From an optimization exercise on the open Yosys and OpenROAD flow, aimed at small area, a short achievable clock period and few clock cycles; shortcuts taken in it are not production practice. Function not checked in this run: the RTL went through the layout flow alone. Power is estimated from default activity; no workload was simulated.

--- design/flow/design.v ---
module tcpu_apply (
    input  wire        clk,
    input  wire        rst,           
    input  wire        start,         
    input  wire [31:0] plen,          
    input  wire [24:0] tlen,          
    output reg         busy,
    output reg         done,          
    output reg  [3:0]  result,
    output reg  [3:0]  sub,
    output reg  [31:0] errinfo,
    output reg  [1:0]  pst,
    output reg  [31:0] psc,
    output reg  [31:0] applied,
    output reg         src_re,
    output reg  [29:0] src_addr,      
    input  wire [31:0] src_rdata,     
    output reg         tgt_we,
    output reg  [22:0] tgt_addr,      
    output reg  [3:0]  tgt_be,
    output reg  [31:0] tgt_wdata
);
    localparam [3:0] R_OK        = 4'd0;
    localparam [3:0] R_CORRUPT   = 4'd4;
    localparam [3:0] R_WRITEFAIL = 4'd5;
    localparam [1:0] PST_READY  = 2'd0;
    localparam [1:0] PST_DONE   = 2'd1;
    localparam [1:0] PST_FAILED = 2'd2;
    localparam [39:0] PATCH_MAGIC = 40'h5041544348;  
    localparam [23:0] EOF_MARK    = 24'h454F46;      
    localparam [2:0] S_IDLE  = 3'd0,
                     S_HDR   = 3'd1,    
                     S_REC   = 3'd2,    
                     S_RUN   = 3'd3,    
                     S_LIT   = 3'd4,    
                     S_RLE   = 3'd5,    
                     S_SKIP  = 3'd6;    
    reg [2:0]  state;
    reg        q0v;           
    reg [31:0] q0;
    reg [22:0] wa;            
    reg [1:0]  lstart;        
    reg [15:0] nrem;          
    reg [7:0]  fill;
    reg [3:0]  tmask;         
    wire [1:0]  ls   = (state == S_LIT) ? lstart : 2'd0;
    wire [1:0]  e    = psc[1:0] - ls;
    wire        ewrap = psc[1:0] < ls;
    wire [31:0] hi   = ewrap ? q0 : src_rdata;
    wire [63:0] win  = {hi, q0} >> {e, 3'b000};
    wire [7:0]  b0 = win[7:0], b1 = win[15:8], b2 = win[23:16],
                b3 = win[31:24], b4 = win[39:32];
    wire [23:0] f_off  = {b0, b1, b2};
    wire [15:0] f_size = {b3, b4};
    wire [15:0] f_run  = {b0, b1};
    wire [31:0] avail = plen - psc;
    wire        av0   = avail == 32'd0;
    wire        av_lt3 = avail < 32'd3;
    wire        av_lt5 = avail < 32'd5;
    wire        av_ltsz = avail < ({16'd0, f_size} + 32'd5);
    wire        n_big  = |nrem[15:2];
    wire [3:0]  lane_ge = 4'b1111 << lstart;
    reg  [3:0]  lane_lt;      
    always @(*) begin
        case ({n_big, nrem[1:0]})
            3'b000: lane_lt = 4'b0000;
            3'b001: lane_lt = 4'b0001 << lstart;
            3'b010: lane_lt = 4'b0011 << lstart;
            3'b011: lane_lt = 4'b0111 << lstart;
            default: lane_lt = 4'b1111;
        endcase
    end
    wire [3:0]  inrange = lane_ge & (lane_lt | {4{n_big}});
    wire [3:0]  badl    = inrange & ~tmask;
    wire        wfail   = |badl;
    wire [1:0]  fail_lane = badl[0] ? 2'd0 : badl[1] ? 2'd1 : badl[2] ? 2'd2 : 2'd3;
    wire [2:0]  room  = 3'd4 - {1'b0, lstart};
    wire        last  = {1'b0, nrem} <= {14'd0, room};
    wire [2:0]  k     = last ? nrem[2:0] : room;
    wire        lpop  = ({1'b0, psc[1:0]} + k) >= 3'd4;
    wire        lit_go = (state == S_LIT) && q0v;
    wire        rle_go = (state == S_RLE);
    wire [22:0] wa_nx  = (state == S_REC) ? {1'b0, f_off[23:2]} : wa + 23'd1;
    wire [22:0] tw     = tlen[24:2];
    reg  [3:0]  tmask_nx;
    always @(*) begin
        if (wa_nx < tw)
            tmask_nx = 4'b1111;
        else if (wa_nx == tw)
            tmask_nx = (4'b0001 << tlen[1:0]) - 4'd1;
        else
            tmask_nx = 4'b0000;
    end
    reg [1:0] pop;
    always @(*) begin
        case (state)
            S_HDR:   pop = 2'd1;
            S_REC:   pop = (psc[1:0] == 2'd3) ? 2'd2 : 2'd1;
            S_RUN:   pop = (psc[1:0] != 2'd0) ? 2'd1 : 2'd0;
            S_LIT:   pop = lpop ? 2'd1 : 2'd0;
            default: pop = 2'd0;
        endcase
        if (!q0v) pop = 2'd0;
    end
    always @(*) begin
        src_re    = !busy || !q0v || (pop != 2'd0);
        src_addr  = busy ? psc[31:2] + (q0v ? 30'd2 : 30'd1) : 30'd0;
        tgt_addr  = wa;
        tgt_be    = (lit_go || rle_go) ? (inrange & tmask) : 4'b0000;
        tgt_we    = |tgt_be;
        tgt_wdata = rle_go ? {4{fill}} : win[31:0];
    end
    task finish;
        input [3:0]  r;
        input [3:0]  s;
        input [31:0] info;
        input [1:0]  p;
        begin
            result  <= r;
            sub     <= s;
            errinfo <= info;
            pst     <= p;
            busy    <= 1'b0;
            done    <= 1'b1;
            state   <= S_IDLE;
        end
    endtask
    always @(posedge clk) begin
        if (rst) begin
            state   <= S_IDLE;
            busy    <= 1'b0;
            done    <= 1'b0;
            result  <= R_OK;
            sub     <= 4'd0;
            errinfo <= 32'd0;
            pst     <= PST_READY;
            psc     <= 32'd0;
            applied <= 32'd0;
            q0v     <= 1'b0;
        end else begin
            done <= 1'b0;
            if (busy) begin
                if (!q0v) begin
                    q0  <= src_rdata;
                    q0v <= 1'b1;
                end else if (pop == 2'd1) begin
                    q0  <= src_rdata;
                end else if (pop == 2'd2) begin
                    q0v <= 1'b0;
                end
            end
            case (state)
            S_IDLE: begin
                if (start) begin
                    busy    <= 1'b1;
                    psc     <= 32'd0;
                    applied <= 32'd0;
                    pst     <= PST_READY;
                    q0v     <= 1'b0;
                    lstart  <= 2'd0;
                    state   <= S_HDR;
                end
            end
            S_HDR: if (q0v) begin
                if (plen < 32'd5) begin
                    finish(R_CORRUPT, 4'd1, 32'd0, PST_FAILED);
                end else begin
                    psc <= 32'd5;
                    if ({b0, b1, b2, b3, b4} != PATCH_MAGIC)
                        finish(R_CORRUPT, 4'd2, 32'd5, PST_FAILED);
                    else
                        state <= S_REC;
                end
            end
            S_REC: if (q0v) begin
                if (av0) begin
                    finish(R_OK, 4'd1, applied, PST_DONE);
                end else if (av_lt3) begin
                    finish(R_CORRUPT, 4'd3, psc, PST_FAILED);
                end else if (f_off == EOF_MARK) begin
                    psc <= psc + 32'd3;
                    finish(R_OK, 4'd0, applied, PST_DONE);
                end else if (av_lt5) begin
                    psc <= psc + 32'd3;
                    finish(R_CORRUPT, 4'd4, psc + 32'd3, PST_FAILED);
                end else begin
                    psc    <= psc + 32'd5;
                    wa     <= wa_nx;
                    tmask  <= tmask_nx;
                    lstart <= f_off[1:0];
                    nrem   <= f_size;
                    if (f_size == 16'd0)
                        state <= S_RUN;
                    else if (av_ltsz)
                        finish(R_CORRUPT, 4'd6, psc + 32'd5, PST_FAILED);
                    else
                        state <= S_LIT;
                end
            end
            S_RUN: if (q0v) begin
                if (av_lt3) begin
                    finish(R_CORRUPT, 4'd5, psc, PST_FAILED);
                end else begin
                    psc  <= psc + 32'd3;
                    nrem <= f_run;
                    fill <= b2;
                    if (f_run == 16'd0) begin
                        applied <= applied + 32'd1;
                        state   <= S_REC;
                    end else begin
                        state   <= S_RLE;
                    end
                end
            end
            S_LIT, S_RLE, S_SKIP: if (state != S_LIT || q0v) begin
                nrem   <= nrem - {13'd0, k};
                wa     <= wa_nx;
                tmask  <= tmask_nx;
                lstart <= 2'd0;
                if (state != S_RLE)
                    psc <= psc + {29'd0, k};
                if (state == S_SKIP) begin
                    if (last)
                        finish(R_WRITEFAIL, 4'd0, errinfo, PST_READY);
                end else if (wfail) begin
                    if (state == S_LIT && !last) begin
                        errinfo <= {7'd0, wa, fail_lane};
                        state   <= S_SKIP;
                    end else begin
                        finish(R_WRITEFAIL, 4'd0, {7'd0, wa, fail_lane}, PST_READY);
                    end
                end else if (last) begin
                    applied <= applied + 32'd1;
                    state   <= S_REC;
                end
            end
            default: state <= S_IDLE;
            endcase
        end
    end
endmodule
--- design/flow/run.sh ---
#!/bin/bash
# synth_recipe.tcl (not shown) runs the flow's synth.tcl, then flattens the netlist and writes it again
# the make line also repeats each setting of config.mk as NAME=value (left out here)
make -C /OpenROAD-flow-scripts/flow DESIGN_CONFIG=/design/flow/config.mk WORK_HOME=/design/flow/orfs CLKGATE_MAP_FILE= SYNTH_SCRIPT=/design/flow/synth_recipe.tcl finish
--- design/flow/config.mk ---
export PLATFORM = sky130hd
export DESIGN_NAME = tcpu_apply
export DESIGN_NICKNAME = tcpu_apply
export VERILOG_FILES = /design/flow/design.v
export SDC_FILE = /design/flow/constraint.sdc
export NUM_CORES = 4
export LEC_CHECK = 0
export CAP_MARGIN = 20
export CORE_MARGIN = 2
export CORE_UTILIZATION = 40
export SLEW_MARGIN = 20
--- design/flow/constraint.sdc ---
create_clock -name core_clock -period 8.0 [get_ports {clk}]
set_input_delay 1.6000 -clock core_clock [delete_from_list [all_inputs] [get_ports {clk}]]
set_output_delay 1.6000 -clock core_clock [all_outputs]
set_load 0.01 [all_outputs]
==> flow_metrics.tcl <==
set metrics [dict create \
    synthTopCellsByArea "edfxtp_1, dfxtp_1, ha_1" \
    slew_viol_final 0 \
    die_h_um 225 \
    hold_violations 0 \
    worstSetupPathType "reg2reg" \
    cp-end-kind "register" \
    wl_per_cell_um 26.4 \
    slew_headroom_pct 21.7 \
    synth_top_family_by_area "simple AND/OR/NAND/NOR gates" \
    drt_iter0_markers 2493 \
    post-route-period-util_pct 90.5 \
    synthAdderAreaFrac_pct 6.34 \
    core_um2 47900 \
    synth-seq-cells 194 \
    grt_overflow 0 \
    synthFlopType "dfxtp_1" \
    layout-drive-gt1-share_pct 7.74 \
    ir_drop_mv 0.292 \
    dpl.cell_count 3375 \
    highest_layer "met4" \
    synth-simple-area-share_pct 25.8 \
    async_flop_share_pct 0 \
    fin_nets 2966 \
    start_util_pct 40.7 \
    fin_hold_ws_ns 0.487 \
    min_path_type "reg2reg" \
    fin_crit_ns 7.24 \
    yosys_warnings 1 \
    syn_area_per_cell_um2 7.62 \
    vias_per_cell 6.49 \
    drv_cap 0 \
    crit_top_cell "nor2_1" \
    setup_violations 0 \
    grt_antenna_before_repair 0 \
    crit_family "compound AO/OA/AOI/OAI gates" \
    area_delta_synth_final_pct 21.7 \
    grt_pass1_vias 20849 \
    leakagePower_nw 8.27 \
    clock_skew_ns 0.0129 \
    wl_met1_um 36200 \
    cts_resized 0 \
    yosysTopAreaCell "edfxtp_1" \
    cp_data_arrival_time_ns 7.64 \
    synth_cells 2558 \
    synth-compound-area-share_pct 24.9 \
    placed_cell_area_um2 23100 \
    row_count 80 \
    die-area_um2 50500 \
    rsz0062_at_grt "false" \
    wl_met2_um 40700 \
    routed-wl-met3_um 7970 \
    ys_seq_area_share_pct 24.3 \
    grt_pass1_wl_um 133000 \
    cts_tree "done" \
    cts.clk_slew.worst_paths_ns 0.08 \
    htreeDepth 4 \
    hold_end "errinfo[22]" \
    dp_hpwl_um 69300 \
    tightest_slew_ns 1.16 \
    cts_buffers 17 \
    fmax_ghz 0.138 \
    finalSetupTns_ns 0 \
    slowest_delay_ns 0.61 \
    netlist_area_um2 19500 \
    timing.critical_path.buf_inv 3 \
    worstReg2RegStart "state[0]" \
    powerDensity_nw_per_um2 283 \
    yosys.area_share.xor_xnor_pct 5.44 \
    synth_top_area_share_pct 13.1 \
    stdcell_area_um2 23700 \
    cp.depth 30 \
    cts_max_path_buffers 2 \
    hold_depth 2 \
    outcome "finished clean" \
    wirelength_um 89900 \
    path_max_fanout 61 \
    root_buffer "clkbuf_16" \
    startpoint_type "register" \
    clock_latency_ns 0.50 \
    place_congestion 1.02 \
    cts_setup_buffers 0 \
    rr_worst_depth 30 \
    synth_enable_flop_cells 85 \
    die_x_um 225 \
    final_cells 3407 \
    drt_first_pass_iters 5 \
    diodes 0 \
    io_buffers 287 \
    ios 291 \
    min_from "errinfo[22]" \
    critPathSlowestCell "fa_2" \
    vias 22118 \
    worstReg2RegEnd "errinfo[11]" \
    grt.total_usage_pct 34.7 \
    cts_sinks 194 \
    drc 0 \
    final_common_cell "clkdlybuf4s50_1" \
    synthMuxAreaShare_pct 7.51 \
    drtAntennaViolNets 0 \
    hold_buffers 0 \
    grt_start_max_net_pins 62 \
    power_mw 6.71 \
    rrSetupSlack_ns 0.76 \
    cp_data_required_time_ns 8.40 \
    mostFrequentLayoutCells "clkdlybuf4s50_1, nand2_1, nor2_1" \
    synth_cell_types 103 \
]
## stage by stage
step                      worst slack (ns)  utilization (%)
after detailed placement             0.933             48.2
after global routing                 0.284             49.5
after global placement               0.994             48.2
after CTS                            0.920             49.5
after floorplan                      0.371                -
final                                0.760             49.5
## power breakdown
| group | switching, mW | internal, mW | leakage (nW) |
|---|---|---|---|
| Clock | 0.446 | 0.504 | 0.301 |
| Combinational | 2.61 | 1.70 | 6.31 |
| Sequential | 0.195 | 1.26 | 1.66 |
## cells by family (layout without fill, tap and decap cells)
family | Yosys count | after routing
AOI/OAI and AO/OA | 737 | 737
xor gates and xnor gates | 121 | 121
adders and majority gates | 96 | 96
buffers and inverters | 273 | 505
DFF | 194 | 194
muxes | 110 | 110
other | 1 | 3
and+or+nand+nor | 1026 | 1026
## cell usage after synthesis, types with 16 or more instances
| cell type | count |
|---|---|
| xnor2_1 | 84 |
| o211ai_1 | 29 |
| xor2_1 | 37 |
| mux2_2 | 27 |
| nor3_1 | 76 |
| nand2_1 | 283 |
| a221oi_1 | 19 |
| nand4_1 | 42 |
| a21oi_1 | 182 |
| edfxtp_1 | 85 |
| a211oi_1 | 31 |
| mux2i_1 | 56 |
| o21a_1 | 16 |
| o22ai_1 | 27 |
| a21o_1 | 35 |
| nand2b_1 | 26 |
| o221ai_1 | 25 |
| and2_1 | 43 |
| clkbuf_1 | 114 |
| mux4_2 | 26 |
| nand3_1 | 89 |
| buf_1 | 16 |
| nor4_1 | 47 |
| or3_1 | 24 |
| buf_2 | 25 |
| ha_1 | 90 |
| dfxtp_1 | 109 |
| nor2_1 | 248 |
| nor2b_1 | 30 |
| inv_1 | 104 |
| o21ai_0 | 182 |
| a31oi_1 | 25 |
| and3_1 | 35 |
## sequential cells by signal, indices dropped and copies added (netlist names), 2 cells and up
| register | count |
|---|---|
| wa | 23 |
| sub | 3 |
| errinfo | 32 |
| tmask | 4 |
| pst | 2 |
| nrem | 16 |
| applied | 32 |
| lstart | 2 |
| psc | 32 |
| result | 2 |
| state | 3 |
| fill | 8 |
| q0 | 32 |
## area by class of cell
type	count	area, um^2
clock buffer	20	479
clock inverter	12	141
fill	4770	24200
inverter	108	405
multi-input combinational	2093	13700
sequential	194	4740
tap	615	769
timing repair buffer	365	3450
## worst max path at each step
stage	from	end	slack (ns)
after detailed placement	src_rdata[3]	errinfo[11]	0.93
after global routing	state[0]	sub[0]	0.28
final	state[0]	errinfo[11]	0.76
after global placement	src_rdata[6]	errinfo[11]	0.99
after floorplan	state[2]	errinfo[19]	0.37
after CTS	state[0]	errinfo[11]	0.92
## worst reg2reg max path, delay by kind of cell, from the launching register on
| family | cells | cell delay [ns] |
|---|---|---|
| DFF | 1 | 0.32 |
| and+or+nand+nor | 9 | 2.06 |
| muxes | 2 | 0.61 |
| adders and majority gates | 3 | 1.11 |
| buffers and inverters | 3 | 0.57 |
| AOI/OAI and AO/OA | 13 | 2.47 |
## routing by layer
metal,GRT usage [%],vias to the layer above
li1,-,9999
met2,55.1,1289
met5,0,-
met4,19.0,0
met1,44.4,10596
met3,6.79,234

separate check: timing with driven ports:
In the flow no input, the clock included, has a driving cell. The finished layout below was timed again as built, in two steps. Step 1 (the two cells are an assumption about what drives the block):
set clk [get_ports {clk}]
set_driving_cell -lib_cell sky130_fd_sc_hd__clkbuf_16 $clk
set_driving_cell -lib_cell sky130_fd_sc_hd__buf_2 [delete_from_list [all_inputs] $clk]
Step 2 moves the port delays by t, midway between the first and last clock arrival at a register: inputs arrive t later, outputs are due t later. That takes back most of the time a late clock gives input paths. Slacks: ideal ports / drivers / drivers and shift; pairs: ideal ports / drivers.
shift t [ns]: 0.554
slack for setup (ns): 0.760 / 0.760 / 0.756
clock arrival spread, ns: 0.013 / 0.013
slew at the worst register clock pin (ns): 0.08 / 0.08
worst data-port slew with drivers (ns): 0.06
After both steps setup and hold are still met in this run. For this run, drivers alone change the setup slack by 0.000 ns; drivers and shift together by -0.004 ns.
